What follows belongs to an exercise in optimizing a design on an open flow for small area, a short achievable clock period and few clock cycles; a production flow would make more cautious choices.
RTL that was checked went through simulation tests only; none was proved equivalent to the original.
The RTL of run 1 was laid out without a check of its function.
Power is estimated from default activity; no workload was simulated.

## flow/config.mk

```make
export PLATFORM = sky130hd
export DESIGN_NAME = primality_core
export DESIGN_NICKNAME = primality_core
export VERILOG_FILES = /design/flow/design.v
export SDC_FILE = /design/flow/constraint.sdc
export NUM_CORES = 4
export LEC_CHECK = 0
export CAP_MARGIN = 20
export CORE_MARGIN = 2
export CORE_UTILIZATION = 40
export SLEW_MARGIN = 20
```

## flow/design.v

```verilog
module primality_core (
    input  wire        clk,
    input  wire        rst,
    input  wire        cmd_valid,
    output wire        cmd_ready,
    input  wire [2:0]  cmd_op,
    input  wire        cmd_dflt,
    input  wire [31:0] cmd_rounds,
    input  wire [63:0] cmd_a,
    input  wire [63:0] cmd_b,
    input  wire [63:0] cmd_m,
    output wire        wit_req,
    output wire [63:0] wit_n,
    input  wire        wit_valid,
    input  wire [63:0] wit_data,
    output wire        rsp_valid,
    input  wire        rsp_ready,
    output wire [63:0] rsp_data,
    output wire [2:0]  rsp_status,
    output wire        busy
);
    localparam integer K  = 4;                  
    localparam integer NC = (66 + K - 1) / K;   
    localparam integer RB = K * NC;             
    localparam integer TW = 67 + K;             
    localparam [2:0] OP_MULMOD  = 3'd0,
                     OP_MODPOW  = 3'd1,
                     OP_FERMATW = 3'd2,
                     OP_MRW     = 3'd3,
                     OP_FERMAT  = 3'd4,
                     OP_MR      = 3'd5;
    localparam [2:0] ST_OK        = 3'd0,
                     ST_MOD_ZERO  = 3'd1,
                     ST_ILLEGAL   = 3'd2,
                     ST_WIT_RANGE = 3'd3;
    localparam integer IDLE = 0,  DEC  = 1,  SKA  = 2,  SKB  = 3,
                       TZA  = 4,  TZB  = 5,  RED1 = 6,  RED2 = 7,
                       REDE = 8,  ROUND = 9, WREQ = 10, WC1  = 11,
                       WC2  = 12, MM   = 13, CPA  = 14, CK1  = 15,
                       CK2  = 16, EXP0 = 17, EXP1 = 18, GD1  = 19,
                       GD2  = 20, GADD = 21, GS1  = 22, GS2  = 23,
                       GEND = 24, RESP = 25, NS   = 26;
    reg [NS-1:0] st;
    reg [2:0]  op;
    reg [2:0]  stat;
    reg [31:0] rnds;
    reg [64:0] ra;               
    reg [63:0] rb;               
    reg [63:0] rm;               
    reg [64:0] yr;               
    reg [66:0] s_r;              
    reg [65:0] c_r;              
    reg        cin;              
    reg [K-1:0] xd;              
    reg [7:0]  cnt;
    reg [5:0]  j;                
    reg [5:0]  jtop;             
    reg [5:0]  ms;               
    reg [5:0]  mrj;              
    reg        inloop;
    reg        gen;              
    reg        gsq;              
    reg        mk_sq, mk_mul, mk_conv, mk_out;    
    reg        eb_r, el_r, xb_r;
    reg        f_one, f_hi;
    wire is_mulmod = (op == OP_MULMOD);
    wire is_modpow = (op == OP_MODPOW);
    wire is_fermat = (op == OP_FERMATW) || (op == OP_FERMAT);
    wire is_single = (op == OP_FERMATW) || (op == OP_MRW);
    wire is_mr     = (op == OP_MR) || (op == OP_MRW);
    wire is_test   = op[2] | op[1];
    wire [64:0] yop = ({65{mk_sq}}   & yr)
                    | ({65{mk_mul}}  & ra)
                    | ({65{mk_conv}} & {1'b0, rb})
                    | {64'd0, mk_out};
    reg [K-1:0] nn_d, nn_r, q, xp;
    wire [K-1:0] qv = s_r[K-1:0] + c_r[K-1:0] + {{(K-1){1'b0}}, cin} + xp;
    always @(*) begin
        case (rm[3:1])
            3'd0: nn_d = 4'd15;
            3'd1: nn_d = 4'd5;
            3'd2: nn_d = 4'd3;
            3'd3: nn_d = 4'd9;
            3'd4: nn_d = 4'd7;
            3'd5: nn_d = 4'd13;
            3'd6: nn_d = 4'd11;
            3'd7: nn_d = 4'd1;
            default: nn_d = 4'd0;
        endcase
    end
    always @(*) begin
        case ({qv, nn_r[3:1]})
            7'd0: q = 4'd0;
            7'd1: q = 4'd0;
            7'd2: q = 4'd0;
            7'd3: q = 4'd0;
            7'd4: q = 4'd0;
            7'd5: q = 4'd0;
            7'd6: q = 4'd0;
            7'd7: q = 4'd0;
            7'd8: q = 4'd1;
            7'd9: q = 4'd3;
            7'd10: q = 4'd5;
            7'd11: q = 4'd7;
            7'd12: q = 4'd9;
            7'd13: q = 4'd11;
            7'd14: q = 4'd13;
            7'd15: q = 4'd15;
            7'd16: q = 4'd2;
            7'd17: q = 4'd6;
            7'd18: q = 4'd10;
            7'd19: q = 4'd14;
            7'd20: q = 4'd2;
            7'd21: q = 4'd6;
            7'd22: q = 4'd10;
            7'd23: q = 4'd14;
            7'd24: q = 4'd3;
            7'd25: q = 4'd9;
            7'd26: q = 4'd15;
            7'd27: q = 4'd5;
            7'd28: q = 4'd11;
            7'd29: q = 4'd1;
            7'd30: q = 4'd7;
            7'd31: q = 4'd13;
            7'd32: q = 4'd4;
            7'd33: q = 4'd12;
            7'd34: q = 4'd4;
            7'd35: q = 4'd12;
            7'd36: q = 4'd4;
            7'd37: q = 4'd12;
            7'd38: q = 4'd4;
            7'd39: q = 4'd12;
            7'd40: q = 4'd5;
            7'd41: q = 4'd15;
            7'd42: q = 4'd9;
            7'd43: q = 4'd3;
            7'd44: q = 4'd13;
            7'd45: q = 4'd7;
            7'd46: q = 4'd1;
            7'd47: q = 4'd11;
            7'd48: q = 4'd6;
            7'd49: q = 4'd2;
            7'd50: q = 4'd14;
            7'd51: q = 4'd10;
            7'd52: q = 4'd6;
            7'd53: q = 4'd2;
            7'd54: q = 4'd14;
            7'd55: q = 4'd10;
            7'd56: q = 4'd7;
            7'd57: q = 4'd5;
            7'd58: q = 4'd3;
            7'd59: q = 4'd1;
            7'd60: q = 4'd15;
            7'd61: q = 4'd13;
            7'd62: q = 4'd11;
            7'd63: q = 4'd9;
            7'd64: q = 4'd8;
            7'd65: q = 4'd8;
            7'd66: q = 4'd8;
            7'd67: q = 4'd8;
            7'd68: q = 4'd8;
            7'd69: q = 4'd8;
            7'd70: q = 4'd8;
            7'd71: q = 4'd8;
            7'd72: q = 4'd9;
            7'd73: q = 4'd11;
            7'd74: q = 4'd13;
            7'd75: q = 4'd15;
            7'd76: q = 4'd1;
            7'd77: q = 4'd3;
            7'd78: q = 4'd5;
            7'd79: q = 4'd7;
            7'd80: q = 4'd10;
            7'd81: q = 4'd14;
            7'd82: q = 4'd2;
            7'd83: q = 4'd6;
            7'd84: q = 4'd10;
            7'd85: q = 4'd14;
            7'd86: q = 4'd2;
            7'd87: q = 4'd6;
            7'd88: q = 4'd11;
            7'd89: q = 4'd1;
            7'd90: q = 4'd7;
            7'd91: q = 4'd13;
            7'd92: q = 4'd3;
            7'd93: q = 4'd9;
            7'd94: q = 4'd15;
            7'd95: q = 4'd5;
            7'd96: q = 4'd12;
            7'd97: q = 4'd4;
            7'd98: q = 4'd12;
            7'd99: q = 4'd4;
            7'd100: q = 4'd12;
            7'd101: q = 4'd4;
            7'd102: q = 4'd12;
            7'd103: q = 4'd4;
            7'd104: q = 4'd13;
            7'd105: q = 4'd7;
            7'd106: q = 4'd1;
            7'd107: q = 4'd11;
            7'd108: q = 4'd5;
            7'd109: q = 4'd15;
            7'd110: q = 4'd9;
            7'd111: q = 4'd3;
            7'd112: q = 4'd14;
            7'd113: q = 4'd10;
            7'd114: q = 4'd6;
            7'd115: q = 4'd2;
            7'd116: q = 4'd14;
            7'd117: q = 4'd10;
            7'd118: q = 4'd6;
            7'd119: q = 4'd2;
            7'd120: q = 4'd15;
            7'd121: q = 4'd13;
            7'd122: q = 4'd11;
            7'd123: q = 4'd9;
            7'd124: q = 4'd7;
            7'd125: q = 4'd5;
            7'd126: q = 4'd3;
            7'd127: q = 4'd1;
            default: q = 4'd0;
        endcase
    end
    function [2*TW-1:0] csa;
        input [TW-1:0] a, b, c;
        begin
            csa = {((a & b) | (a & c) | (b & c)) << 1, a ^ b ^ c};
        end
    endfunction
    wire [TW-1:0] ys = {{(TW-65){1'b0}}, yop};
    wire [TW-1:0] ns = {{(TW-64){1'b0}}, rm};
    wire [TW-1:0] r_s  = {{(TW-66){1'b0}}, s_r[65:0]};
    wire [TW-1:0] r_c  = {{(TW-66){1'b0}}, c_r} | {{(TW-1){1'b0}}, cin};
    wire [TW-1:0] r_x0 = xd[0] ? ys        : {TW{1'b0}};
    wire [TW-1:0] r_x1 = xd[1] ? (ys << 1) : {TW{1'b0}};
    wire [TW-1:0] r_x2 = xd[2] ? (ys << 2) : {TW{1'b0}};
    wire [TW-1:0] r_x3 = xd[3] ? (ys << 3) : {TW{1'b0}};
    wire [TW-1:0] r_q0 = q[0]  ? ns        : {TW{1'b0}};
    wire [TW-1:0] r_q1 = q[1]  ? (ns << 1) : {TW{1'b0}};
    wire [TW-1:0] r_q2 = q[2]  ? (ns << 2) : {TW{1'b0}};
    wire [TW-1:0] r_q3 = q[3]  ? (ns << 3) : {TW{1'b0}};
    wire [2*TW-1:0] a1 = csa(r_s, r_c, r_x0);
    wire [2*TW-1:0] a2 = csa(r_x1, r_x2, r_x3);
    wire [2*TW-1:0] a3 = csa(a1[TW-1:0], a1[2*TW-1:TW], a2[TW-1:0]);
    wire [2*TW-1:0] a4 = csa(a3[TW-1:0], a3[2*TW-1:TW], a2[2*TW-1:TW]);
    wire [2*TW-1:0] b1 = csa(r_q0, r_q1, r_q2);
    wire [2*TW-1:0] b2 = csa(a4[TW-1:0], a4[2*TW-1:TW], r_q3);
    wire [2*TW-1:0] b3 = csa(b1[TW-1:0], b1[2*TW-1:TW], b2[TW-1:0]);
    wire [2*TW-1:0] b4 = csa(b3[TW-1:0], b3[2*TW-1:TW], b2[2*TW-1:TW]);
    wire [TW-1:0] ta = b4[TW-1:0];
    wire [TW-1:0] tb = b4[2*TW-1:TW];
    wire [65:0] mm_s   = ta[K +: 66];
    wire [65:0] mm_c   = tb[K +: 66];
    wire        mm_cin = |ta[K-1:0];
    wire        bred = st[RED1] & ra[63] & !is_test;
    wire [66:0] ad_p = st[CPA]            ? s_r :
                       (st[RED1] | st[GD1]) ? {1'b0, yr, bred} :
                       st[WC1]            ? {3'b000, rm} :
                                            {2'b00, yr};
    wire [66:0] ad_q = st[CPA]  ? {1'b0, c_r} :
                       st[GADD] ? (gsq ? {1'b0, c_r} : {2'b00, ra}) :
                       st[WC1]  ? ~{2'b00, ra} :
                                  ~{3'b000, rm};
    wire        ad_ci = st[CPA] ? cin : !st[GADD];
    wire [67:0] sum2 = {ad_p, ad_ci} + {ad_q, ad_ci};
    wire [66:0] sum  = sum2[67:1];
    wire       ebit  = is_modpow ? rb[j] : (rm[j] & (j != 6'd0));
    wire [5:0] estop = is_mr ? ms : 6'd0;
    wire [K*NC+K-1:0] yr_pad = {{(K*NC+K-65){1'b0}}, yr};
    wire [63:0] one_m = (rm[63:1] == 63'd0) ? 64'd0 : 64'd1;
    wire red_last = (cnt == (is_test ? 8'd2 * RB - 8'd1 :
                             gen     ? 8'd63 : 8'd63 + RB));
    wire wit_ok = (ra[63:1] != 63'd0) && !s_r[66] && (s_r[65:1] != 65'd0);
    wire f_nm1 = f_hi & !s_r[0];
    wire f_eqn = f_hi & s_r[0];
    reg [NS-1:0] nx;
    reg          mm_go;           
    reg          mk_sq_n, mk_mul_n, mk_conv_n, mk_out_n;
    reg          g_go;            
    reg          gsq_n;
    reg          j_dec;
    reg          set_y0, set_y1, set_yone;
    reg          red_go;          
    reg          red_r2;          
    always @(*) begin
        nx = {NS{1'b0}};
        mm_go = 1'b0;
        mk_sq_n = 1'b0; mk_mul_n = 1'b0; mk_conv_n = 1'b0; mk_out_n = 1'b0;
        g_go = 1'b0; gsq_n = 1'b0;
        j_dec = 1'b0;
        set_y0 = 1'b0; set_y1 = 1'b0; set_yone = 1'b0;
        red_go = 1'b0; red_r2 = 1'b0;
        if (st[IDLE]) begin
            if (cmd_valid) nx[DEC] = 1'b1;
            else           nx[IDLE] = 1'b1;
        end
        if (st[DEC]) begin
            if (op[2:1] == 2'b11) begin
                set_y0 = 1'b1; nx[RESP] = 1'b1;
            end else if (!is_test) begin
                if (rm == 64'd0) begin
                    set_y0 = 1'b1; nx[RESP] = 1'b1;
                end else if (is_mulmod) begin
                    red_go = 1'b1;
                end else begin
                    nx[SKA] = 1'b1;
                end
            end else if (rm[63:1] == 63'd0) begin
                set_y0 = 1'b1; nx[RESP] = 1'b1;
            end else if (rm[63:2] == 62'd0) begin
                set_y1 = 1'b1; nx[RESP] = 1'b1;
            end else if (!rm[0]) begin
                set_y0 = 1'b1; nx[RESP] = 1'b1;
            end else begin
                nx[SKA] = 1'b1;
            end
        end
        if (st[SKA]) nx[SKB] = 1'b1;
        if (st[SKB]) begin
            if (eb_r) begin
                if (is_modpow)  red_go = 1'b1;
                else if (is_mr) nx[TZA] = 1'b1;
                else begin red_go = 1'b1; red_r2 = 1'b1; end
            end else if (j == 6'd0) begin
                set_yone = 1'b1; nx[RESP] = 1'b1;
            end else begin
                j_dec = 1'b1; nx[SKA] = 1'b1;
            end
        end
        if (st[TZA]) nx[TZB] = 1'b1;
        if (st[TZB]) begin
            if (eb_r) begin red_go = 1'b1; red_r2 = 1'b1; end
            else nx[TZA] = 1'b1;
        end
        if (red_go) nx[RED1] = 1'b1;
        if (st[RED1]) nx[RED2] = 1'b1;
        if (st[RED2]) begin
            if (red_last) nx[REDE] = 1'b1;
            else          nx[RED1] = 1'b1;
        end
        if (st[REDE]) begin
            if (is_test)        nx[ROUND] = 1'b1;
            else if (is_mulmod) nx[GD1] = 1'b1;
            else                nx[EXP0] = 1'b1;
        end
        if (st[EXP0]) nx[EXP1] = 1'b1;
        if (st[EXP1]) begin
            if (el_r) begin
                if (gen) nx[RESP] = 1'b1;
                else begin mm_go = 1'b1; mk_out_n = 1'b1; end
            end else begin
                j_dec = 1'b1;
                if (gen) begin g_go = 1'b1; gsq_n = 1'b1; end
                else begin mm_go = 1'b1; mk_sq_n = 1'b1; end
            end
        end
        if (st[ROUND]) begin
            if (rnds == 32'd0) begin
                set_y1 = 1'b1; nx[RESP] = 1'b1;
            end else if (is_single) nx[WC1] = 1'b1;
            else                    nx[WREQ] = 1'b1;
        end
        if (st[WREQ]) begin
            if (wit_valid) nx[WC1] = 1'b1;
            else           nx[WREQ] = 1'b1;
        end
        if (st[WC1]) nx[WC2] = 1'b1;
        if (st[WC2]) begin
            if (!wit_ok) begin
                set_y0 = 1'b1; nx[RESP] = 1'b1;
            end else begin
                mm_go = 1'b1; mk_conv_n = 1'b1;
            end
        end
        if (st[MM]) begin
            if (cnt[5:0] == NC - 1) nx[CPA] = 1'b1;
            else                    nx[MM] = 1'b1;
        end
        if (st[CPA]) begin
            if (mk_out) nx[CK1] = 1'b1;
            else begin
                mm_go = 1'b1;
                if (mk_sq && inloop)       mk_out_n = 1'b1;
                else if (mk_sq && eb_r)    mk_mul_n = 1'b1;
                else if (el_r)             mk_out_n = 1'b1;
                else begin j_dec = 1'b1;   mk_sq_n  = 1'b1; end
            end
        end
        if (st[CK1]) nx[CK2] = 1'b1;
        if (st[CK2]) begin
            if (is_modpow) nx[RESP] = 1'b1;
            else if (is_fermat) begin
                if (f_one) nx[ROUND] = 1'b1;
                else begin set_y0 = 1'b1; nx[RESP] = 1'b1; end
            end else if (!inloop) begin
                if (f_one || f_nm1) nx[ROUND] = 1'b1;
                else if (ms == 6'd1) begin set_y0 = 1'b1; nx[RESP] = 1'b1; end
                else begin mm_go = 1'b1; mk_sq_n = 1'b1; end
            end else begin
                if (f_nm1) nx[ROUND] = 1'b1;
                else if (mrj == ms - 6'd1) begin set_y0 = 1'b1; nx[RESP] = 1'b1; end
                else begin mm_go = 1'b1; mk_sq_n = 1'b1; end
            end
        end
        if (mm_go) nx[MM] = 1'b1;
        if (st[GD1]) nx[GD2] = 1'b1;
        if (st[GD2]) begin
            if (xb_r)                 nx[GADD] = 1'b1;
            else if (cnt[5:0] == 6'd63) nx[GEND] = 1'b1;
            else                      nx[GD1] = 1'b1;
        end
        if (st[GADD]) nx[GS1] = 1'b1;
        if (st[GS1])  nx[GS2] = 1'b1;
        if (st[GS2]) begin
            if (cnt[5:0] == 6'd63) nx[GEND] = 1'b1;
            else                   nx[GD1] = 1'b1;
        end
        if (st[GEND]) begin
            if (is_mulmod) nx[RESP] = 1'b1;
            else if (gsq && eb_r) begin g_go = 1'b1; gsq_n = 1'b0; end
            else if (el_r) nx[RESP] = 1'b1;
            else begin j_dec = 1'b1; g_go = 1'b1; gsq_n = 1'b1; end
        end
        if (g_go) nx[GD1] = 1'b1;
        if (st[RESP]) begin
            if (rsp_ready) nx[IDLE] = 1'b1;
            else           nx[RESP] = 1'b1;
        end
    end
    wire gsel_lt = s_r[66];         
    wire y_sum   = (st[CPA] & !mk_out) | st[GADD];
    wire y_sr    = (st[RED2] | st[GD2] | st[GS2]) & !gsel_lt;
    wire y_dbl   = (st[RED2] | st[GD2]) & gsel_lt;
    wire y_pow   = st[CK2] & is_modpow;
    reg [64:0] yr_d;
    wire [K-1:0] xd_d  = st[MM] ? yr_pad[K * (cnt[5:0] + 1) +: K] : yr_d[K-1:0];
    wire [K-1:0] ylo_d = !mm_go  ? yop[K-1:0] :
                         mk_sq_n  ? yr_d[K-1:0] :
                         mk_mul_n ? ra[K-1:0] :
                         mk_conv_n ? rb[K-1:0] : {{(K-1){1'b0}}, 1'b1};
    always @(*) begin
        if (y_sum)                        yr_d = sum[64:0];
        else if (y_sr)                    yr_d = s_r[64:0];
        else if (y_dbl)                   yr_d = {yr[63:0], st[RED2] & ra[63] & !is_test};
        else if (y_pow)                   yr_d = f_eqn ? 65'd0 : s_r[64:0];
        else if (st[WC1])                 yr_d = ra;
        else if (set_y0 | g_go | (st[REDE] & is_mulmod) | (red_go & !red_r2))
                                          yr_d = 65'd0;
        else if (set_y1 | red_r2)         yr_d = 65'd1;
        else if (set_yone)                yr_d = {1'b0, one_m};
        else                              yr_d = yr;
    end
    always @(posedge clk) begin
        yr <= yr_d;
        if (st[MM]) begin
            s_r <= {1'b0, mm_s};
            c_r <= mm_c;
            cin <= mm_cin;
        end else begin
            if ((st[CPA] & mk_out) | st[RED1] | st[GD1] | st[GS1] | st[WC1])
                s_r <= sum;
            else if (mm_go)
                s_r <= 67'd0;
            if (mm_go | st[CPA])
                c_r <= 66'd0;
            else if (st[REDE] & is_mulmod)
                c_r <= {2'b00, rb};
            else if (g_go)
                c_r <= {1'b0, yr};
            if (mm_go | st[CPA])
                cin <= 1'b0;
        end
        xd <= xd_d;
        xp <= xd_d * ylo_d;
        nn_r <= nn_d;
        if (st[IDLE]) begin
            ra <= {1'b0, cmd_a};
            rb <= cmd_b;
            rm <= cmd_m;
            op <= cmd_op;
            if (cmd_op == OP_FERMATW || cmd_op == OP_MRW) rnds <= 32'd1;
            else if (cmd_dflt)                            rnds <= 32'd10;
            else                                          rnds <= cmd_rounds;
        end else begin
            if (st[WREQ])
                ra <= {1'b0, wit_data};
            else if (st[CPA] & mk_conv)
                ra <= sum[64:0];
            else if (st[REDE] & !is_test)
                ra <= yr;
            else if (st[RED2] & !is_test)
                ra <= {ra[63:0], 1'b0};
            if (st[REDE] & is_test)
                rb <= yr[63:0];
            if (st[ROUND] && rnds != 32'd0)
                rnds <= rnds - 32'd1;
        end
    end
    always @(posedge clk) begin
        eb_r <= ebit;
        el_r <= (j == estop);
        xb_r <= c_r[6'd63 - cnt[5:0]];
        f_one <= (s_r[65:0] == 66'd1);
        f_hi  <= (s_r[65:1] == {2'b00, rm[63:1]});
        if (mm_go) begin
            mk_sq   <= mk_sq_n;
            mk_mul  <= mk_mul_n;
            mk_conv <= mk_conv_n;
            mk_out  <= mk_out_n;
        end
        if (st[MM])                       cnt <= cnt + 8'd1;
        else if (st[RED2] | st[GD2] & !xb_r | st[GS2])
                                          cnt <= cnt + 8'd1;
        else if (mm_go | g_go | red_go | (st[REDE] & is_mulmod))
                                          cnt <= 8'd0;
        if (g_go) gsq <= gsq_n;
        else if (st[REDE]) gsq <= 1'b0;
        if (st[DEC]) begin
            j      <= 6'd63;
            gen    <= is_mulmod | !rm[0];
            stat   <= (op[2:1] == 2'b11) ? ST_ILLEGAL :
                      (!is_test && rm == 64'd0) ? ST_MOD_ZERO : ST_OK;
        end else if (st[SKB] & eb_r) begin
            jtop <= j;
            j    <= 6'd1;
        end else if (st[TZB] & eb_r) begin
            ms <= j;
        end else if (st[TZB]) begin
            j <= j + 6'd1;
        end else if (st[REDE] | st[WC2]) begin
            j <= jtop;
        end else if (j_dec) begin
            j <= j - 6'd1;
        end
        if (st[WC2] & !wit_ok) stat <= ST_WIT_RANGE;
        if (st[WC2] | st[DEC]) inloop <= 1'b0;
        else if (st[CK2] & !inloop & mm_go) begin
            inloop <= 1'b1;
            mrj    <= 6'd1;
        end else if (st[CK2] & mm_go) begin
            mrj    <= mrj + 6'd1;
        end
        if (rst) begin
            st <= {{(NS-1){1'b0}}, 1'b1};
        end else begin
            st <= nx;
        end
    end
    assign cmd_ready  = st[IDLE];
    assign busy       = !st[IDLE];
    assign wit_req    = st[WREQ];
    assign wit_n      = rm;
    assign rsp_valid  = st[RESP];
    assign rsp_data   = yr[63:0];
    assign rsp_status = stat;
endmodule
```

## flow/standard.sh

```bash
#!/bin/bash
# synth_recipe.tcl (not shown) runs the flow's synth.tcl, then flattens the netlist and writes it again
# the make line also repeats each setting of config.mk as NAME=value (left out here)
make -C /OpenROAD-flow-scripts/flow DESIGN_CONFIG=/design/flow/config.mk WORK_HOME=/design/flow/orfs CLKGATE_MAP_FILE= SYNTH_SCRIPT=/design/flow/synth_recipe.tcl "${@:-finish}"
```

## flow/constraint.sdc

```tcl
create_clock -name core_clock -period 12.0 [get_ports {clk}]
set_input_delay 2.4000 -clock core_clock [delete_from_list [all_inputs] [get_ports {clk}]]
set_output_delay 2.4000 -clock core_clock [all_outputs]
set_load 0.01 [all_outputs]
```

## flow/flow/run.sh

```bash
#!/bin/bash
set -euo pipefail
bash standard.sh SETUP_SLACK_MARGIN=8 finish > std_flow.log 2>&1
```

==> reports/results.ini, run 1 <==
[logic_synthesis]
ys_warn_count = 1
synth_edf_count = 453
synth_nets = 6932
async_reset_ff_share_pct = 0
syn_inst = 6019
ys_types = 92
syn_area_sq_mm = 0.0543
seq_area_frac_synth_pct = 27.1
syn_avg_cell_area_sq_um = 9.03
synth.ff_latch_count = 510
synth_ff_type = edfxtp_1

[timing]
period_minus_slack_ps = 5190
hold_viol = 0
maxSlewHeadroom_pct = 14.8
fin_crit_sh_pct = 43.2
clock.fmax_mhz = 193
rsz0062_at_grt = yes
skew_ps = 54.2
tightest_slew_ps = 1280
setup_viol = 0
drv_slew = 0
finalSetupTns_ps = 0

[routing]
vias = 53600
ant_nets = 0
initialDrtViolationCount = 7580
firstDrtPassIters = 9
wirelength_mm = 264
vias_per_cell = 6.15
route.detailed.drc = 0
wl_per_cell_microns = 30.3

[clock_network]
clk_latency_ps = 730
numCtsBuffers = 71
clk_pin_slew_ps = 60
h-tree-depth = 3
cts_tree = done
cts.sinks = 510
clockBufferDepth = 3
cts-root-buf = clkbuf_16
ctsHoldBuffers = 0

[status]
status = timing/DRC/antenna clean

[worst_setup_path]
critPathCaptureType = flop
worstPathMaxFanout = 8
critPathArrivalTime_ps = 5640
crit_top_cell = fa_1
r2r-start = s_r[0]
regToRegSetupSlack_ps = 6810
r2r-end = s_r[8]
cp-start-kind = flop
critPathKind = reg -> reg
endpoint = s_r[8]
required_ps = 12450
path_cells = fa_1, ha_4, inv_2, fa_2, xor2_1, nand2_1, xor2_1, a21oi_2, xnor2_4, buf_12, clkbuf_16, and2_4, fa_1, inv_1, fa_1, inv_2, fa_2, a22o_1
crit_start = s_r[0]
reg2reg_depth = 18
max_stage_delay_ps = 600
slowest_stage = fa_1

[final_layout]
syn2layout_area_growth_pct = 35.3
fin_nets = 7781
drive_gt1_share_pct = 28.2
final_core_util_pct = 54.4
final_cell_mix = inv_1 (642), nand2_1 (583), buf_4 (507), edfxtp_1 (453), fa_1 (445)
final_common_cell = inv_1

[pwr]
powerDensity_mw_per_mm2 = 188
irDropWorstVdd_uv = 215
leakagePower_uw = 0.0300

[floorplanning]
die_area_sq_mm = 0.139
top_level_ports = 432
fp.dieW_microns = 373
die_h_microns = 373
num_rows = 135
coreArea_sq_mm = 0.135
start_util_pct = 40.2

[place]
place_hpwl_mm = 169
io_buffers = 430
gp_congestion = 0.998

[grt]
grt_pass1_wl_mm = 364
grt_pass1_vias = 50600
track_usage_pct = 36.3
antenna_found_initial = 22
grt_max_degree = 89
overflow = 0

[worst_hold_path]
hp-class = reg -> reg

[flow_run]
drv_cap = 0

==> state kept, by name (all words and copies together) (netlist names), 2 cells and up <==
signal and cells:
yr 65, rnds 32, nn_r 3, mrj 6, stat 2, xp 4, op 3, c_r 66
xd 4, ms 6, rb 64, st 26, cnt 8, rm 64, jtop 6, ra 65
s_r 67, j 6
==> routing by layer <==
layer  wire length [microns]  global-route usage (%)  vias up
li1                        -                       -    22200
met1                   97000                    47.3    26500
met2                  114000                    55.2     3892
met3                   33000                    9.01      937
met4                   19300                    20.3       20
met5                     127                       0        -
==> cell usage after synthesis (65+ instances only) <==
cell type | count | area share, %
nor2_1 | 242 | 1.7
a222oi_1 | 65 | 1.2
nor4_1 | 69 | 0.79
mux2i_1 | 162 | 3.0
edfxtp_1 | 453 | 25
o21ai_0 | 381 | 3.5
and2_1 | 273 | 3.1
a21oi_1 | 416 | 3.8
clkbuf_1 | 377 | 2.6
fa_1 | 516 | 19
mux4_2 | 74 | 3.1
inv_1 | 725 | 5.0
buf_4 | 66 | 0.91
xnor2_1 | 75 | 1.2
ha_1 | 100 | 2.3
a211oi_1 | 120 | 1.7
nand3_1 | 112 | 1.0
nor2b_1 | 314 | 3.6
xor2_1 | 93 | 1.5
nand2_1 | 674 | 4.7
==> cells by family (layout without fill, tap and decap cells) <==
logic type               after synthesis  count (layout)  synth area share, %
flip-flops                           510             510                 27.1
adder cells (fa/ha/maj)              617             617                 21.3
buffers and inverters               1218            2112                 8.98
XOR/XNOR                             170             170                 2.79
AO/OA/AOI/OAI                       1305            1305                 14.9
AND/OR/NAND/NOR                     1899            1910                 17.5
other                                  1               9              0.00690
multiplexers                         299             299                 7.38
==> critical path, delay by kind of cell (launching register included) <==
kind	cells	cell delay, ps
buf+inv	5	540
compound gates	2	450
flops	1	440
fa+ha+maj	6	2750
simple gates	2	250
xor+xnor	3	440
==> repair_timing <==
item	CTS	global route
gates resized for setup	1152	550
endpoints found under the setup margin	615	446
buffers inserted	516	178
pin swaps	367	382
cloned	23	11
==> power breakdown <==
group / internal (uW) / total [uW] / switching (uW)
logic: 4080 / 9240 / 5160
registers: 2090 / 2320 / 233
clock network: 1280 / 2230 / 946
==> area by class of cell <==
cell class,instances,area (sq um)
fill,12100,61600
multi-input combinational,4302,38900
sequential,510,14800
timing repair buffer,1257,12500
inverter,726,2730
tap,1781,2230
clock buffer,84,1890
clock inverter,45,455
antenna,8,20.0
==> through the flow <==
step / area [sq um] / total power, uW / instances / setup WS, ps / hold slack (ps)
floorplan: 54900 / 7050 / 6019 / 7180 / 414
global placement: 60000 / 9110 / 7847 / 5850 / 419
detailed placement: 60100 / 9310 / 7848 / 5900 / 429
CTS: 70000 / 13100 / 8516 / 6880 / 443
global route: 73500 / 14900 / 8708 / 6660 / 466
finish: 73500 / 13800 / 8713 / 6810 / 447
==> worst min-delay path by stage <==
stage | start | endpoint | slack [ps] | cells after the start
after floorplan | st[15] | st[16] | 410 | 1
after global placement | st[2] | st[3] | 420 | 1
after detailed placement | st[2] | st[3] | 430 | 1
after CTS | st[2] | st[3] | 440 | 1
after global routing | st[17] | st[18] | 470 | 1
final | st[2] | st[3] | 450 | 1
==> run 2, diff against run 1 <==
--- a/flow/design.v
+++ b/flow/design.v
@@ -435,2 +435,4 @@
     reg [64:0] yr_d;
+    wire [5:0]  r2_sh  = st[SKB] ? j : jtop;
+    wire [63:0] r2_one = 64'd1 << r2_sh;
     wire [K-1:0] xd_d  = st[MM] ? yr_pad[K * (cnt[5:0] + 1) +: K] : yr_d[K-1:0];
@@ -448,3 +450,4 @@
                                           yr_d = 65'd0;
-        else if (set_y1 | red_r2)         yr_d = 65'd1;
+        else if (red_r2)                  yr_d = {1'b0, r2_one};
+        else if (set_y1)                  yr_d = 65'd1;
         else if (set_yone)                yr_d = {1'b0, one_m};
@@ -513,2 +516,3 @@
                                           cnt <= cnt + 8'd1;
+        else if (red_r2)                  cnt <= {2'b00, r2_sh};
         else if (mm_go | g_go | red_go | (st[REDE] & is_mulmod))
==> flow/run.sh (new file) <==
#!/bin/bash
# synth_recipe.tcl (not shown) runs the flow's synth.tcl, then flattens the netlist and writes it again
# the make line also repeats each setting of config.mk as NAME=value (left out here)
make -C /OpenROAD-flow-scripts/flow DESIGN_CONFIG=/design/flow/config.mk WORK_HOME=/design/flow/orfs CLKGATE_MAP_FILE= SYNTH_SCRIPT=/design/flow/synth_recipe.tcl finish
--- a/flow/config.mk
+++ b/flow/config.mk
@@ -10,2 +10,3 @@
 export CORE_UTILIZATION = 40
+export SETUP_SLACK_MARGIN = 5
 export SLEW_MARGIN = 20
removed: flow/flow/run.sh
removed: flow/standard.sh
==> run 2 against run 1 <==
Utilization decreased by 8.3 points; count of clock-buffer cells in the layout increased by 2; cell count decreased by 7.5%; fmax decreased by 21%; sequential share of layout area increased by 3.2 points; flip-flop and latch count unchanged; combinational power decreased by 17%; register-to-register slack got worse by 1400 ps.
==> reports/results.ini, run 2 <==
[status]
status = timing/DRC/antenna clean

[worst_setup_path]
crit_family = compound AO/OA/AOI/OAI gates
required_ps = 12430  ; -20 ps
worstPathMaxFanout = 82  ; +74
regToRegSetupSlack_ps = 5430  ; -1380 ps
path_buf_inv = 2  ; -3
crit_start = st[14]
critPathArrivalTime_ps = 7000  ; +1360 ps
critPathCaptureType = flop
cp_num_cells = 16  ; -2
critPathKind = reg -> reg
r2r-end = ra[43]
cp-start-kind = flop
slowest_stage = dfxtp_4
max_stage_delay_ps = 730  ; +130 ps
path_cells = buf_6, or2_2, buf_4, nand2_1, fa_1, a21o_1, a221oi_1, o31ai_1, and3_1, o31ai_2, a21oi_1, a21boi_0, o21ba_2, o21bai_1, xnor2_1, o221ai_1
r2r-start = st[14]
reg2reg_depth = 16  ; -2
endpoint = ra[43]

[timing]
rsz0062_at_grt = no
setup_viol = 0  ; unchanged
hold_viol = 0  ; unchanged
hold_slack_ps = 436  ; -11.3 ps
drv_slew = 0  ; unchanged
maxSlewHeadroom_pct = 14.5  ; -0.26 points
skew_ps = 51.3  ; -2.93 ps
tightest_slew_ps = 1270  ; -7.76 ps
period_minus_slack_ps = 6570  ; +1380 ps
clock.fmax_mhz = 152  ; -21%
finalSetupTns_ps = 0  ; unchanged
fin_crit_sh_pct = 54.8  ; +12 points

[floorplanning]
coreArea_sq_mm = 0.137  ; +1.5%
start_util_pct = 40.2  ; about the same
top_level_ports = 432  ; unchanged
fp.dieW_microns = 375  ; +0.74%
die_h_microns = 375  ; +0.74%
num_rows = 136  ; +0.74%
die_area_sq_mm = 0.141  ; +1.5%

[clock_network]
clk_pin_slew_ps = 60  ; about the same
clockBufferDepth = 3  ; unchanged
clk_latency_ps = 740  ; about the same
cts-root-buf = clkbuf_16
cts.sinks = 510  ; unchanged
cts_tree = done
h-tree-depth = 3  ; unchanged
cts_setup_buffers = 0  ; -100%
numCtsBuffers = 72  ; +1.4%

[routing]
wirelength_mm = 251  ; -5.1%
vias = 50700  ; -5.4%
route.detailed.drc = 0  ; unchanged
wl_per_cell_microns = 31.1  ; +2.6%
vias_per_cell = 6.29  ; +2.3%
firstDrtPassIters = 10  ; +1
ant_nets = 0  ; unchanged
initialDrtViolationCount = 6891  ; -9.1%

[final_layout]
fin_nets = 7116  ; -8.5%
largest_reg_flops = 67  ; unchanged
final_cell_mix = inv_1 (727), nand2_1 (590), fa_1 (516), edfxtp_1 (453), o21ai_0 (434)
top_register = s_r
drive_gt1_share_pct = 7.63  ; -21 points
reg_top3 = s_r: 67 flops, c_r: 66 flops
n_fill_cell = 13200  ; +9.3%
regArea_sq_mm = 0.0148  ; -0.14%
syn2layout_area_growth_pct = 14.7
final_core_util_pct = 46.1  ; -8.3 points
final_common_cell = inv_1
multi_input_area_sq_mm = 0.0357  ; -8.2%

[logic_synthesis]
ys_warn_count = 1  ; unchanged
synth.ff_latch_count = 510  ; unchanged
synth.most_common_cell = inv_1
async_reset_ff_share_pct = 0  ; unchanged
synth_edf_count = 453  ; unchanged
synth.largest_area_cell = edfxtp_1
seq_area_frac_synth_pct = 26.7  ; -0.40 points
synth_top_area_share_pct = 24.7  ; -0.37 points
netlist_top_cells_count = inv_1 (728), nand2_1 (596), fa_1 (516)
synth_nets = 6970  ; +0.55%
syn_inst = 6057  ; +0.63%
ys_types = 89  ; -3.3%
syn_avg_cell_area_sq_um = 9.11  ; +0.87%
synth_area_leaders = edfxtp_1 (25%), fa_1 (19%), inv_1 (5.0%)
syn_area_sq_mm = 0.0552  ; +1.5%
synth_ff_type = edfxtp_1

[grt]
antenna_found_initial = 15  ; -32%
grt_max_degree = 118  ; +33%
grt_pass1_vias = 49900  ; -1.4%
track_usage_pct = 35.1  ; -1.2 points
overflow = 0  ; unchanged
grt_pass1_wl_mm = 360  ; -0.91%

[pwr]
powerDensity_mw_per_mm2 = 195  ; +4.2%
irDropWorstVdd_uv = 145  ; -33%
leakagePower_uw = 0.0253  ; -16%

[place]
gp_congestion = 1.03  ; +3.5%
io_buffers = 430  ; unchanged
place_hpwl_mm = 184  ; +8.6%

[flow_run]
drv_cap = 0  ; unchanged

[worst_hold_path]
hp-class = reg -> reg

run 2: final cells by class:
class                      count  area share (%)
inverter                     732            4.34
multi-input combinational   4312            56.5
clock buffer                  86            3.01
antenna                        5          0.0198
clock inverter                46           0.739
tap                         1794            3.55
sequential                   510            23.3
timing repair buffer         575            8.54
run 2: worst min-delay path by stage:
stage / start / to / slack (ps) / cells past startpoint
2_1_floorplan: st[15] / st[16] / 410 / 1
3_5_place_dp: st[4] / st[5] / 420 / 1
3_3_place_gp: st[4] / st[5] / 420 / 1
5_1_grt: st[4] / st[5] / 460 / 1
6_report: st[4] / st[5] / 440 / 1
4_1_cts: st[4] / st[5] / 440 / 1
run 2: logic make-up after synthesis:
| logic type | count (synthesis) | share of synthesized area, % |
|---|---|---|
| AOI/OAI and AO/OA | 1321 | 15.6 |
| buffers and inverters | 1235 | 8.95 |
| and+or+nand+nor | 1857 | 16.8 |
| muxes | 348 | 8.21 |
| xor gates and xnor gates | 168 | 2.69 |
| other | 1 | 0.00680 |
| adders and majority gates | 617 | 21.0 |
| DFF | 510 | 26.7 |
run 2: per-stage QoR:
step           area [sq um]  power [uW]  worst slack (ps)  std cells
3_3_place_gp          60900        9960              5210       7921
4_1_cts               63300       12400              5120       8055
5_1_grt               63300       13600              5160       8055
3_5_place_dp          60900       10100              5140       7923
6_report              63300       12400              5430       8060
2_1_floorplan         55200        7390              6880       6057
run 2: where the power goes:
| group | total [uW] | switching [uW] | internal [uW] | leakage (uW) |
|---|---|---|---|---|
| clock network | 2250 | 954 | 1290 | 0.00115 |
| registers | 2410 | 326 | 2090 | 0.00486 |
| logic | 7710 | 4580 | 3120 | 0.0192 |
| total | 12400 | 5860 | 6510 | 0.0253 |
run 2: routing by layer:
metal | vias up | GRT usage, % | share of wire, %
met1 | 25400 | 46.4 | 39
met5 | - | 0 | 0.012
met3 | 741 | 8.67 | 11
li1 | 21100 | - | -
met2 | 3454 | 53.9 | 44
met4 | 4 | 16.6 | 5.5
run 2: repair_timing:
action | 4_1_cts | 5_1_grt
endpoints found under the setup margin | 0 | 12
hold buffers | 0 | 0
gates resized for setup | 0 | 2
Testbench counts of run 2, summed over its fixed seeds: cycles 2,338,798.
==> run 3, diff against run 2 <==
--- a/flow/design.v
+++ b/flow/design.v
@@ -49,2 +49,3 @@
     reg [63:0] rm;               
+    reg [65:0] n3;               
     reg [64:0] yr;               
@@ -237,6 +238,5 @@
     wire [TW-1:0] r_x3 = xd[3] ? (ys << 3) : {TW{1'b0}};
-    wire [TW-1:0] r_q0 = q[0]  ? ns        : {TW{1'b0}};
-    wire [TW-1:0] r_q1 = q[1]  ? (ns << 1) : {TW{1'b0}};
-    wire [TW-1:0] r_q2 = q[2]  ? (ns << 2) : {TW{1'b0}};
-    wire [TW-1:0] r_q3 = q[3]  ? (ns << 3) : {TW{1'b0}};
+    wire [TW-1:0] n3s  = {{(TW-66){1'b0}}, n3};
+    wire [TW-1:0] r_m0 = q[1] ? (q[0] ? n3s : (ns << 1)) : (q[0] ? ns : {TW{1'b0}});
+    wire [TW-1:0] r_m1 = (q[3] ? (q[2] ? n3s : (ns << 1)) : (q[2] ? ns : {TW{1'b0}})) << 2;
     wire [2*TW-1:0] a1 = csa(r_s, r_c, r_x0);
@@ -245,8 +245,6 @@
     wire [2*TW-1:0] a4 = csa(a3[TW-1:0], a3[2*TW-1:TW], a2[2*TW-1:TW]);
-    wire [2*TW-1:0] b1 = csa(r_q0, r_q1, r_q2);
-    wire [2*TW-1:0] b2 = csa(a4[TW-1:0], a4[2*TW-1:TW], r_q3);
-    wire [2*TW-1:0] b3 = csa(b1[TW-1:0], b1[2*TW-1:TW], b2[TW-1:0]);
-    wire [2*TW-1:0] b4 = csa(b3[TW-1:0], b3[2*TW-1:TW], b2[2*TW-1:TW]);
-    wire [TW-1:0] ta = b4[TW-1:0];
-    wire [TW-1:0] tb = b4[2*TW-1:TW];
+    wire [2*TW-1:0] b1 = csa(a4[TW-1:0], a4[2*TW-1:TW], r_m0);
+    wire [2*TW-1:0] b2 = csa(b1[TW-1:0], b1[2*TW-1:TW], r_m1);
+    wire [TW-1:0] ta = b2[TW-1:0];
+    wire [TW-1:0] tb = b2[2*TW-1:TW];
     wire [65:0] mm_s   = ta[K +: 66];
@@ -258,2 +256,3 @@
                        st[WC1]            ? {3'b000, rm} :
+                       st[DEC]            ? {2'b00, rm, 1'b0} :
                                             {2'b00, yr};
@@ -262,4 +261,5 @@
                        st[WC1]  ? ~{2'b00, ra} :
+                       st[DEC]  ? {3'b000, rm} :
                                   ~{3'b000, rm};
-    wire        ad_ci = st[CPA] ? cin : !st[GADD];
+    wire        ad_ci = st[CPA] ? cin : !(st[GADD] | st[DEC]);
     wire [67:0] sum2 = {ad_p, ad_ci} + {ad_q, ad_ci};
@@ -478,2 +478,3 @@
         nn_r <= nn_d;
+        if (st[DEC]) n3 <= sum[65:0];
         if (st[IDLE]) begin
==> flow/flow/run.sh (new file) <==
#!/bin/bash
set -euo pipefail
bash standard.sh SETUP_SLACK_MARGIN=7 finish > std_flow.log 2>&1
==> flow/standard.sh (new file) <==
#!/bin/bash
# synth_recipe.tcl (not shown) runs the flow's synth.tcl, then flattens the netlist and writes it again
# the make line also repeats each setting of config.mk as NAME=value (left out here)
make -C /OpenROAD-flow-scripts/flow DESIGN_CONFIG=/design/flow/config.mk WORK_HOME=/design/flow/orfs CLKGATE_MAP_FILE= SYNTH_SCRIPT=/design/flow/synth_recipe.tcl "${@:-finish}"
--- a/flow/config.mk
+++ b/flow/config.mk
@@ -10,3 +10,2 @@
 export CORE_UTILIZATION = 40
-export SETUP_SLACK_MARGIN = 5
 export SLEW_MARGIN = 20
removed: flow/run.sh
==> run 3 against run 2 <==
Global-route usage is 0.90 points higher; first-iteration DRC count up 24%; fmax up 29%; largest cell class unchanged; highest routed layer unchanged.
==> reports/results.ini, run 3 <==
[timing]
timing.final.ws_setup_ps = 6920  ; +1490 ps
fin_crit_sh_pct = 42.3  ; -12 points
period_minus_slack_ps = 5080  ; -1490 ps
maxSlewHeadroom_pct = 15.1  ; +0.58 points
hold_viol = 0  ; unchanged
finalSetupTns_ps = 0  ; unchanged
skew_ps = 45.1  ; -6.19 ps
clock.fmax_mhz = 197  ; +29%
setup_viol = 0  ; unchanged
tightest_slew_ps = 1270  ; -1.69 ps
rsz0062_at_grt = yes
drv_slew = 0  ; unchanged

[logic_synthesis]
syn_inst = 6173  ; +1.9%
synth_area_leaders = edfxtp_1 (28%), fa_1 (14%), a21oi_1 (4.4%)
synth.most_common_cell = nand2_1
synth_top_area_share_pct = 27.7  ; +3.0 points
synth_edf_count = 519  ; +15%
synth.largest_area_cell = edfxtp_1
seq_area_frac_synth_pct = 29.7  ; +3.0 points
syn_avg_cell_area_sq_um = 9.12  ; +0.14%
ys_warn_count = 1  ; unchanged
netlist_top_cells_count = nand2_1 (648), edfxtp_1 (519), a21oi_1 (493)
async_reset_ff_share_pct = 0  ; unchanged
syn_area_sq_mm = 0.0563  ; +2.1%
synth_ff_type = edfxtp_1
synth_nets = 6959  ; -0.16%
synth.ff_latch_count = 576  ; +13%
ys_types = 91  ; +2.2%

[worst_hold_path]
hp-class = reg -> reg
min_to = st[3]
worstHoldStart = st[2]
hold_depth = 1  ; unchanged

[clock_network]
clk_latency_ps = 750  ; about the same
clockBufferDepth = 3  ; unchanged
numCtsBuffers = 80  ; +11%
clk_pin_slew_ps = 60  ; about the same
ctsHoldBuffers = 0  ; unchanged
cts-root-buf = clkbuf_16
cts_tree = done
h-tree-depth = 3  ; unchanged
cts.sinks = 576  ; +13%

[pwr]
powerDensity_mw_per_mm2 = 175  ; -11%
leakagePower_uw = 0.0254  ; +0.68%
irDropWorstVdd_uv = 343  ; +140%

[final_layout]
syn2layout_area_growth_pct = 21.0
largest_reg_flops = 67  ; unchanged
instances_no_fill = 8441  ; +4.7%
final_cell_mix = nand2_1 (641), edfxtp_1 (519), inv_1 (481), a21oi_1 (466), o21ai_0 (436)
final_common_cell = nand2_1
fin_nets = 7281  ; +2.3%
final_core_util_pct = 48.8  ; +2.7 points
drive_gt1_share_pct = 14.9  ; +7.3 points
n_fill_cell = 13200  ; -0.17%
top_register = s_r
reg_top3 = s_r: 67 flops, c_r: 66 flops, n3: 66 flops

[floorplanning]
num_rows = 137  ; +0.74%
coreArea_sq_mm = 0.140  ; +1.7%
fp.dieW_microns = 379  ; +1.0%
die_area_sq_mm = 0.144  ; +2.0%
die_h_microns = 379  ; +1.0%
start_util_pct = 40.3  ; +0.13 points
top_level_ports = 432  ; unchanged

[grt]
grt_pass1_vias = 51200  ; +2.7%
track_usage_pct = 36.0  ; +0.90 points
antenna_found_initial = 19  ; +4
grt_max_degree = 134  ; +14%
grt_pass1_wl_mm = 374  ; +3.8%
overflow = 0  ; unchanged

[worst_setup_path]
critPathKind = reg -> reg
cp-start-kind = flop
path_cells = buf_12, buf_12, buf_4, clkbuf_16, xor2_1, mux2_2, nor2_1, a21oi_1, o21ai_0, ha_2, inv_1, o21bai_1, a21o_1, a221oi_4, o21ai_1, a221o_1, a41o_4, a211oi_4, o21ai_4, a21oi_2, xor2_2, o21ai_0
required_ps = 12470  ; +40 ps
worstPathMaxFanout = 10  ; -88%
regToRegSetupSlack_ps = 6920  ; +1490 ps
critPathArrivalTime_ps = 5540  ; -1460 ps
r2r-end = s_r[60]
reg2reg_depth = 22  ; +6
r2r-start = st[1]
cp_num_cells = 22  ; +6
critPathCaptureType = flop
slowest_stage = dfxtp_4
path_buf_inv = 5  ; +3
crit_family = compound AO/OA/AOI/OAI gates
max_stage_delay_ps = 420  ; -310 ps

[status]
status = timing/DRC/antenna clean

[place]
dp_slack_ps = 5370  ; +228 ps
io_buffers = 430  ; unchanged
place_hpwl_mm = 185  ; +0.47%
gp_congestion = 1.06  ; +2.5%
dp.cells = 8084  ; +2.0%

[routing]
vias = 54300  ; +7.1%
ant_nets = 0  ; unchanged
wirelength_mm = 268  ; +7.1%
vias_per_cell = 6.43  ; +2.3%
wl_per_cell_microns = 31.8  ; +2.3%
route.detailed.drc = 0  ; unchanged
firstDrtPassIters = 7  ; -3
initialDrtViolationCount = 8537  ; +24%

[flow_run]
drv_cap = 0  ; unchanged

## run 3: power breakdown
group          switching [uW]  leakage (uW)  internal [uW]  total, uW
Sequential                326       0.00548           2410       2740
Combinational            4090        0.0187           2600       6690
Clock                    1070       0.00125           1400       2470
## run 3: logic make-up after synthesis
family,synth area share (%)
fa+ha+maj,16.1
buf+inv,7.50
mux,10.4
compound gates,17.3
flops,29.7
xor+xnor,3.87
simple gates,15.1
other cells,0.00666
## run 3: metal layers
layer	wire (microns)	share of wire, %	GRT usage [%]	vias up
met2	115000	43	53.7	4092
met5	322	0.12	0.789	-
met4	19400	7.2	20.6	24
li1	-	-	-	22400
met1	98100	37	45.9	26700
met3	35800	13	11.2	1036
## run 3: how the worst max path moves through the flow
stage,end,startpoint
after floorplan,ra[57],st[1]
after global placement,cin,s_r[0]
after detailed placement,s_r[59],s_r[0]
after CTS,s_r[59],mk_sq
after global routing,yr[60],st[1]
final,s_r[60],st[1]
## run 3: area by class of cell
class	instances	area [sq um]	share of cell area, %
clock buffer	95	2060	3.02
antenna	7	17.5	0.0257
timing repair buffer	796	7990	11.7
sequential	576	16800	24.6
multi-input combinational	4556	36600	53.7
clock inverter	50	513	0.753
tap	1876	2350	3.45
inverter	485	1820	2.68
## run 3: repair_timing
item / in CTS / in global routing
resized for setup: 116 / 153
pin swaps: 28 / 86
setup endpoints to repair: 353 / 202
buffers inserted: 70 / 112
gates cloned: 15 / 8
## run 3: stage by stage
stage / total power (uW) / hold slack, ps / instance area [sq um]
after CTS: 11400 / 437 / 66300
after global placement: 8310 / 420 / 62100
final: 11900 / 441 / 68100
after detailed placement: 8330 / 424 / 62200
after floorplan: 6310 / 413 / 56500
after global routing: 12400 / 455 / 68100
Testbench counts of run 3, summed over its fixed seeds: cycles 2,338,798.
==> run 4, diff against run 3 <==
--- a/flow/design.v
+++ b/flow/design.v
@@ -41,3 +41,4 @@
                        GD2  = 20, GADD = 21, GS1  = 22, GS2  = 23,
-                       GEND = 24, RESP = 25, NS   = 26;
+                       GEND = 24, RESP = 25, N3   = 26,
+                       NS   = 27;
     reg [NS-1:0] st;
@@ -253,13 +254,9 @@
     wire        bred = st[RED1] & ra[63] & !is_test;
-    wire [66:0] ad_p = st[CPA]            ? s_r :
-                       (st[RED1] | st[GD1]) ? {1'b0, yr, bred} :
-                       st[WC1]            ? {3'b000, rm} :
-                       st[DEC]            ? {2'b00, rm, 1'b0} :
-                                            {2'b00, yr};
+    wire [66:0] ad_p = st[CPA]                      ? s_r :
+                       (st[RED1] | st[GD1] | st[N3]) ? {1'b0, yr, bred} :
+                                                      {2'b00, yr};
     wire [66:0] ad_q = st[CPA]  ? {1'b0, c_r} :
                        st[GADD] ? (gsq ? {1'b0, c_r} : {2'b00, ra}) :
-                       st[WC1]  ? ~{2'b00, ra} :
-                       st[DEC]  ? {3'b000, rm} :
                                   ~{3'b000, rm};
-    wire        ad_ci = st[CPA] ? cin : !(st[GADD] | st[DEC]);
+    wire        ad_ci = st[CPA] ? cin : !st[GADD];
     wire [67:0] sum2 = {ad_p, ad_ci} + {ad_q, ad_ci};
@@ -272,3 +269,3 @@
                              gen     ? 8'd63 : 8'd63 + RB));
-    wire wit_ok = (ra[63:1] != 63'd0) && !s_r[66] && (s_r[65:1] != 65'd0);
+    wire wit_ok = (ra[63:1] != 63'd0) && s_r[66] && !(&s_r[65:0]);
     wire f_nm1 = f_hi & !s_r[0];
@@ -302,6 +299,4 @@
                     set_y0 = 1'b1; nx[RESP] = 1'b1;
-                end else if (is_mulmod) begin
-                    red_go = 1'b1;
                 end else begin
-                    nx[SKA] = 1'b1;
+                    nx[N3] = 1'b1;
                 end
@@ -314,5 +309,9 @@
             end else begin
-                nx[SKA] = 1'b1;
+                nx[N3] = 1'b1;
             end
         end
+        if (st[N3]) begin
+            if (is_mulmod) red_go = 1'b1;
+            else           nx[SKA] = 1'b1;
+        end
         if (st[SKA]) nx[SKB] = 1'b1;
@@ -437,5 +436,6 @@
     wire [63:0] r2_one = 64'd1 << r2_sh;
-    wire [K-1:0] xd_d  = st[MM] ? yr_pad[K * (cnt[5:0] + 1) +: K] : yr_d[K-1:0];
+    wire [K-1:0] yr_lo_d = st[CPA] ? sum[K-1:0] : yr[K-1:0];
+    wire [K-1:0] xd_d  = st[MM] ? yr_pad[K * (cnt[5:0] + 1) +: K] : yr_lo_d;
     wire [K-1:0] ylo_d = !mm_go  ? yop[K-1:0] :
-                         mk_sq_n  ? yr_d[K-1:0] :
+                         mk_sq_n  ? yr_lo_d :
                          mk_mul_n ? ra[K-1:0] :
@@ -447,3 +447,2 @@
         else if (y_pow)                   yr_d = f_eqn ? 65'd0 : s_r[64:0];
-        else if (st[WC1])                 yr_d = ra;
         else if (set_y0 | g_go | (st[REDE] & is_mulmod) | (red_go & !red_r2))
@@ -453,2 +452,5 @@
         else if (set_yone)                yr_d = {1'b0, one_m};
+        else if (st[DEC])                 yr_d = {rm, 1'b0};
+        else if (st[ROUND])               yr_d = ra;
+        else if (st[WREQ])                yr_d = {1'b0, wit_data};
         else                              yr_d = yr;
@@ -478,3 +480,3 @@
         nn_r <= nn_d;
-        if (st[DEC]) n3 <= sum[65:0];
+        if (st[N3]) n3 <= sum[65:0];
         if (st[IDLE]) begin
@@ -553,5 +555,15 @@
     end
-    assign cmd_ready  = st[IDLE];
-    assign busy       = !st[IDLE];
-    assign wit_req    = st[WREQ];
+    reg busy_r, nwreq_r;
+    always @(posedge clk) begin
+        if (rst) begin
+            busy_r  <= 1'b0;
+            nwreq_r <= 1'b1;
+        end else begin
+            busy_r  <= !nx[IDLE];
+            nwreq_r <= !nx[WREQ];
+        end
+    end
+    assign cmd_ready  = !busy_r;
+    assign busy       = busy_r;
+    assign wit_req    = !nwreq_r;
     assign wit_n      = rm;
==> run 4 against run 3 <==
Routed wire length rose by 4.0%; non-clock buffer count is 52 lower; register-to-register slack worse by 70 ps; critical path depth fell by 4; via count shrank 1.3%; still clean on timing, DRC and antenna; cell count down 4.5%; combinational power down 16%; clock power about the same; critical path type unchanged; sequential power down 2%; count of clock-buffer cells in the layout rose by 4; first-iteration DRC count is 1.0% higher; utilization down 0.86 points.
==> reports/results.ini, run 4 <==
[timing]
drv_slew = 0  ; unchanged
setup_viol = 0  ; unchanged
rsz0062_at_grt = yes
tightest_slew_ps = 1160  ; -109 ps
finalSetupTns_ps = 0  ; unchanged
fin_crit_sh_pct = 42.9  ; +0.61 points
skew_ps = 42.0  ; -3.10 ps
hold_slack_ps = 438  ; -3.21 ps
hold_viol = 0  ; unchanged
clock.fmax_mhz = 194  ; -1.4%
maxSlewHeadroom_pct = 22.6  ; +7.4 points
period_minus_slack_ps = 5150  ; +73.4 ps

[routing]
firstDrtPassIters = 9  ; +2
vias_per_cell = 6.65  ; +3.3%
wl_per_cell_microns = 34.6  ; +8.9%
initialDrtViolationCount = 8626  ; +1.0%
wirelength_mm = 279  ; +4.0%
ant_nets = 0  ; unchanged
vias = 53600  ; -1.3%
route.detailed.drc = 0  ; unchanged

[final_layout]
design_area_sq_mm = 0.0659  ; -3.3%
regArea_sq_mm = 0.0169  ; +0.62%
top_register = s_r
syn2layout_area_growth_pct = 19.2
largest_reg_flops = 67  ; unchanged
final_common_cell = nand2_1
drive_gt1_share_pct = 13.6  ; -1.3 points
fin_nets = 6977  ; -4.2%
n_fill_cell = 12800  ; -2.6%
final_cell_mix = nand2_1 (653), edfxtp_1 (523), inv_1 (480), clkdlybuf4s50_1 (430), fa_1 (389)
reg_top3 = s_r: 67 flops, c_r: 66 flops, n3: 66 flops
instances_no_fill = 8063  ; -4.5%
multi_input_area_sq_mm = 0.0352  ; -3.8%

[grt]
grt_max_degree = 74  ; -45%
grt_pass1_vias = 51000  ; -0.54%
antenna_found_initial = 20  ; +1
track_usage_pct = 38.1  ; +2.2 points
grt_pass1_wl_mm = 386  ; +3.2%
overflow = 0  ; unchanged

[worst_setup_path]
critPathArrivalTime_ps = 5740  ; +200 ps
worstPathMaxFanout = 11  ; +1
reg2reg_depth = 18  ; -18%
required_ps = 12590  ; +120 ps
cp-start-kind = flop
critPathCaptureType = flop
critPathKind = reg -> reg

[clock_network]
clk_pin_slew_ps = 60  ; about the same
numCtsBuffers = 78  ; -2.5%
cts_tree = done
ctsHoldBuffers = 0  ; unchanged
cts-root-buf = clkbuf_16
clk_latency_ps = 730  ; -20 ps
clockBufferDepth = 3  ; unchanged
cts.sinks = 579  ; +0.52%
h-tree-depth = 3  ; unchanged

[logic_synthesis]
syn_inst = 5886  ; -4.6%
syn_avg_cell_area_sq_um = 9.38  ; +2.9%
synth.largest_area_cell = edfxtp_1
ys_types = 99  ; +8.8%
seq_area_frac_synth_pct = 30.5  ; +0.75 points
synth_area_leaders = edfxtp_1 (28%), fa_1 (14%), mux2i_1 (4.8%)
syn_area_sq_mm = 0.0552  ; -1.9%
synth_edf_count = 523  ; +0.77%
synth.ff_latch_count = 579  ; +0.52%
async_reset_ff_share_pct = 0  ; unchanged
synth_top_area_share_pct = 28.4  ; +0.75 points
ys_warn_count = 1  ; unchanged
synth_ff_type = edfxtp_1
synth_nets = 6672  ; -4.1%
netlist_top_cells_count = nand2_1 (658), edfxtp_1 (523), inv_1 (480)
synth.most_common_cell = nand2_1

[worst_hold_path]
hold_depth = 1  ; unchanged
hp-class = reg -> reg

[floorplanning]
die_area_sq_mm = 0.141  ; -1.9%
start_util_pct = 40.2  ; -0.13 points
fp.dieW_microns = 376  ; -0.94%
top_level_ports = 432  ; unchanged
die_h_microns = 376  ; -0.94%
coreArea_sq_mm = 0.137  ; -1.6%
num_rows = 136  ; -0.73%

[place]
io_buffers = 430  ; unchanged
placed_area_sq_mm = 0.0611  ; -1.8%
dp.cells = 7764  ; -4.0%
place_hpwl_mm = 195  ; +5.5%
gp_congestion = 1.02  ; -3.4%

[flow_run]
drv_cap = 0  ; unchanged

[status]
status = timing/DRC/antenna clean

[pwr]
leakagePower_uw = 0.0252  ; -1.1%
irDropWorstVdd_uv = 318  ; -7.4%
powerDensity_mw_per_mm2 = 164  ; -6.4%

[run 4: changes by cell type in the layout (fill, tap and decap cells not counted), sizes merged, moves of 25 or more]
cell	before	now
a211oi	44	71
a21oi	495	410
a22oi	68	7
and2	33	93
buf	353	305
mux2	196	140
mux2i	194	265
nand3	54	79
nor2	421	261
o21ai	502	417
o22ai	18	73
xor2	148	57
[run 4: cell type report]
type                    instances  area share, %
diodes                         18         0.0684
clock buffers                  99           3.21
clock inverters                41          0.640
inverters                     483           2.75
multi-input cells            4305           53.4
flip-flops and latches        579           25.6
well taps                    1794           3.41
repair buffers                744           10.9
[run 4: logic make-up (layout without fill, tap and decap cells)]
group | after synthesis | in the layout | synth area share [%]
other | 1 | 19 | 0.00679
flip-flops | 579 | 579 | 30.5
AND/OR/NAND/NOR | 1723 | 1726 | 15.5
buffers and inverters | 1005 | 1367 | 7.43
AO/OA/AOI/OAI | 1438 | 1438 | 16.7
multiplexers | 483 | 483 | 10.8
adder cells (fa/ha/maj) | 490 | 490 | 16.4
XOR/XNOR | 167 | 167 | 2.67
[run 4: worst max-delay path, stage by stage (launching register included)]
cell and delay [ps]:
edfxtp_1 700, nor4_1 290, buf_4 220, nand4_1 330, or4_1 630, o211ai_2 210
nor2_2 190, a311oi_4 300, inv_2 240, nor2_1 200, a21oi_2 50, nor2_1 90
ha_1 250, ha_1 280, ha_1 190, xor2_1 150, xnor2_1 160, xnor2_1 170
xnor3_1 340
[run 4: path summary, 6_finish.rpt]
path              endpoint  slack (ps)    from
hold / removal      st[18]         440  st[17]
setup / recovery     xp[3]        6850   ra[7]
hold reg to reg     st[18]         440  st[17]
setup reg to reg     xp[3]        6850   ra[7]
[run 4: per-layer routing]
metal  wire length [microns]  GRT usage, %  up-vias  share of wire [%]
met5                     102             0        -              0.037
met4                   21200          23.4       16                7.6
li1                        -             -    21600                  -
met2                  116000          55.2     4463                 42
met3                   39000          12.9     1082                 14
met1                  102000          49.0    26500                 37
[run 4: power breakdown]
group / switching, uW / internal (uW) / leakage, uW
Combinational: 3410 / 2210 / 0.0184
Clock: 1040 / 1420 / 0.00124
Sequential: 299 / 2390 / 0.00549
Total: 4750 / 6020 / 0.0252
[run 4: repair_timing]
action | in CTS | in global routing
pin swaps | 49 | 62
gates resized for setup | 103 | 101
setup endpoints to repair | 374 | 311
setup buffers | 66 | 62
cloned | 6 | 7
[run 4: stage by stage]
stage | worst slack, ps | utilization [%] | total power, uW
6_report | 6850 | 48.0 | 10800
5_1_grt | 6880 | 47.9 | 11400
4_1_cts | 6900 | 47.2 | 10400
3_5_place_dp | 5290 | 44.5 | 7740
3_3_place_gp | 5460 | 44.5 | 7630
2_1_floorplan | 7010 | - | 5970
Testbench counts of run 4, summed over its fixed seeds: cycles 2,339,118.
==> run 5, diff against run 4 <==
--- a/flow/config.mk
+++ b/flow/config.mk
@@ -7,2 +7,3 @@
 export LEC_CHECK = 0
+export ABC_AREA = 1
 export CAP_MARGIN = 20
==> run 5 against run 4 <==
Global-route usage is 4.8 points higher; sequential power fell by 2%; non-clock buffer count shrank 161; routed wire length up 18%; count of clock-buffer cells in the layout rose by 4; combinational power rose by 6.6%; critical path depth up 4; cell count grew 26%; first-iteration DRC count grew 22%; worst setup slack better by 27 ps; register-to-register slack better by 30 ps.
==> reports/results.ini, run 5 <==
[status]
status = timing/DRC/antenna clean

[routing]
vias_per_cell = 6.30  ; -5.3%
route.detailed.drc = 0  ; unchanged
wl_per_cell_microns = 32.3  ; -6.6%
ant_nets = 0  ; unchanged
wirelength_mm = 329  ; +18%
initialDrtViolationCount = 10500  ; +22%
firstDrtPassIters = 9  ; unchanged
vias = 64000  ; +19%

[place]
io_buffers = 430  ; unchanged
place_hpwl_mm = 236  ; +21%
gp_congestion = 1.09  ; +7.1%

[floorplanning]
die_h_microns = 384  ; +2.2%
die_area_sq_mm = 0.147  ; +4.5%
num_rows = 139  ; +2.2%
coreArea_sq_mm = 0.143  ; +4.5%
fp.dieW_microns = 384  ; +2.2%
start_util_pct = 40.3  ; about the same
top_level_ports = 432  ; unchanged

[logic_synthesis]
netlist_top_cells_count = nand2_1 (1994), inv_1 (1278), o21ai_0 (1075)
synth_area_leaders = edfxtp_1 (27%), fa_1 (14%), nand2_1 (13%)
syn_area_sq_mm = 0.0578  ; +4.6%
synth.largest_area_cell = edfxtp_1
synth.ff_latch_count = 579  ; unchanged
seq_area_frac_synth_pct = 29.1  ; -1.3 points
synth_nets = 8801  ; +32%
synth_edf_count = 523  ; unchanged
ys_warn_count = 1  ; unchanged
syn_avg_cell_area_sq_um = 7.21  ; -23%
synth_ff_type = edfxtp_1
synth.most_common_cell = nand2_1
synth_top_area_share_pct = 27.2  ; -1.2 points
syn_inst = 8015  ; +36%
async_reset_ff_share_pct = 0  ; unchanged
ys_types = 62  ; -37%

[timing]
hold_viol = 0  ; unchanged
skew_ps = 34.5  ; -7.55 ps
finalSetupTns_ps = 0  ; unchanged
period_minus_slack_ps = 5120  ; -27.4 ps
drv_slew = 0  ; unchanged
clock.fmax_mhz = 195  ; +0.54%
fin_crit_sh_pct = 42.7  ; -0.23 points
tightest_slew_ps = 1320  ; +162 ps
maxSlewHeadroom_pct = 11.9  ; -11 points
hold_slack_ps = 409  ; -28.9 ps
setup_viol = 0  ; unchanged
rsz0062_at_grt = yes

[pwr]
irDropWorstVdd_uv = 291  ; -8.4%
leakagePower_uw = 0.0293  ; +16%
powerDensity_mw_per_mm2 = 166  ; +1.6%

[clock_network]
ctsHoldBuffers = 0  ; unchanged
cts_tree = done
clockBufferDepth = 3  ; unchanged
clk_pin_slew_ps = 50  ; about the same
numCtsBuffers = 81  ; +3.8%
h-tree-depth = 3  ; unchanged
clk_latency_ps = 730  ; about the same
cts-root-buf = clkbuf_16
cts.sinks = 579  ; unchanged

[grt]
grt_max_degree = 90  ; +22%
track_usage_pct = 43.0  ; +4.8 points
antenna_found_initial = 23  ; +15%
grt_pass1_wl_mm = 451  ; +17%
overflow = 0  ; unchanged
grt_pass1_vias = 60000  ; +18%

[final_layout]
final_cell_mix = nand2_1 (1983), inv_1 (1266), o21ai_0 (1066), edfxtp_1 (523), nor2_1 (481)
fin_nets = 8969  ; +29%
drive_gt1_share_pct = 5.56  ; -8.0 points
reg_top3 = s_r: 67 flops, c_r: 66 flops, n3: 66 flops
final_common_cell = nand2_1
largest_reg_flops = 67  ; unchanged
top_register = s_r
syn2layout_area_growth_pct = 16.8

[worst_setup_path]
critPathKind = reg -> reg
regToRegSetupSlack_ps = 6880  ; +30 ps
required_ps = 12600  ; about the same
cp-start-kind = flop
critPathCaptureType = flop
worstPathMaxFanout = 33  ; +22
critPathArrivalTime_ps = 5720  ; -20 ps
reg2reg_depth = 22  ; +4

[worst_hold_path]
hold_depth = 2  ; +1
hp-class = reg -> reg

[flow_run]
drv_cap = 0  ; unchanged

==> run 5: cell count changes in the layout (fill, tap and decap cells not counted), moves of 88 or more <==
cell and change:
nor2b_1 -277, nand2_1 +1330, o21ai_0 +708, mux2_2 -140
nor2_1 +232, a222oi_1 -88, buf_4 -153, nand3_1 +148
mux2i_1 -264, inv_1 +786
==> run 5: worst max-delay path, stage by stage, from the launching register on <==
cell,delay (ps)
edfxtp_1,420
clkinvlp_4,410
buf_6,390
nand2_2,410
o21ai_0,130
a21oi_1,570
nand2_1,410
nand2_1,170
a21oi_1,110
a22o_1,360
inv_1,100
nor2_1,50
ha_1,300
ha_1,280
ha_1,190
xnor2_1,170
nand4_1,110
nand2_1,130
inv_1,40
nand2_1,70
nand2_1,50
nand2_1,50
nand2_1,40
==> run 5: repair_timing <==
action,in CTS,in global routing
gates cloned,11,6
setup endpoints to repair,456,231
buffers inserted,22,20
pin swaps,10,2
resized for setup,81,124
==> run 5: report_power, final <==
| part | switching [uW] | internal [uW] | leakage, uW |
|---|---|---|---|
| Sequential | 240 | 2400 | 0.00550 |
| Combinational | 3920 | 2060 | 0.0225 |
| Clock | 1070 | 1530 | 0.00132 |
==> run 5: cells by family (layout without fill, tap and decap cells) <==
group	after synthesis	after routing	share of synthesized area (%)
and+or+nand+nor	2999	3008	21.0
AOI/OAI and AO/OA	2030	2031	20.3
buffers and inverters	1809	2033	12.2
DFF	579	579	29.1
adders and majority gates	489	489	15.7
xor gates and xnor gates	108	108	1.64
other	1	7	0.00649
==> run 5: area by class of cell <==
type / instances / area, sq um
fillers: 14600 / 76000
flip-flops and latches: 579 / 16900
multi-input cells: 5637 / 34700
repair buffers: 583 / 5820
well taps: 1903 / 2380
repair inverters: 1 / 8.76
inverters: 1300 / 4980
clock buffers: 103 / 2190
diodes: 6 / 15.0
clock inverters: 46 / 522
==> run 5: path summary, 6_finish.rpt <==
check / startpoint / to
max: cnt[0] / xp[3]
min: st[17] / st[18]
max reg2reg: cnt[0] / xp[3]
min reg2reg: st[17] / st[18]
==> run 5: through the flow <==
step / worst slack, ps / utilization (%) / cells / instance area (sq um) / total power (uW)
6_report: 6880 / 47.0 / 10200 / 67500 / 11200
5_1_grt: 6930 / 47.0 / 10200 / 67500 / 11800
4_1_cts: 7010 / 46.5 / 10100 / 66700 / 10700
3_5_place_dp: 5060 / 44.1 / 9943 / 63200 / 7880
3_3_place_gp: 5210 / 44.1 / 9943 / 63200 / 7810
2_1_floorplan: 7360 / - / 8015 / 57800 / 6020
==> run 5: routing by layer <==
| layer | routed length [microns] | GRT usage [%] | vias to the layer above |
|---|---|---|---|
| met1 | 119000 | 54.1 | 30700 |
| met2 | 139000 | 63.8 | 5242 |
| li1 | - | - | 26800 |
| met4 | 26500 | 27.6 | 16 |
| met5 | 251 | 0 | - |
| met3 | 44600 | 13.2 | 1239 |
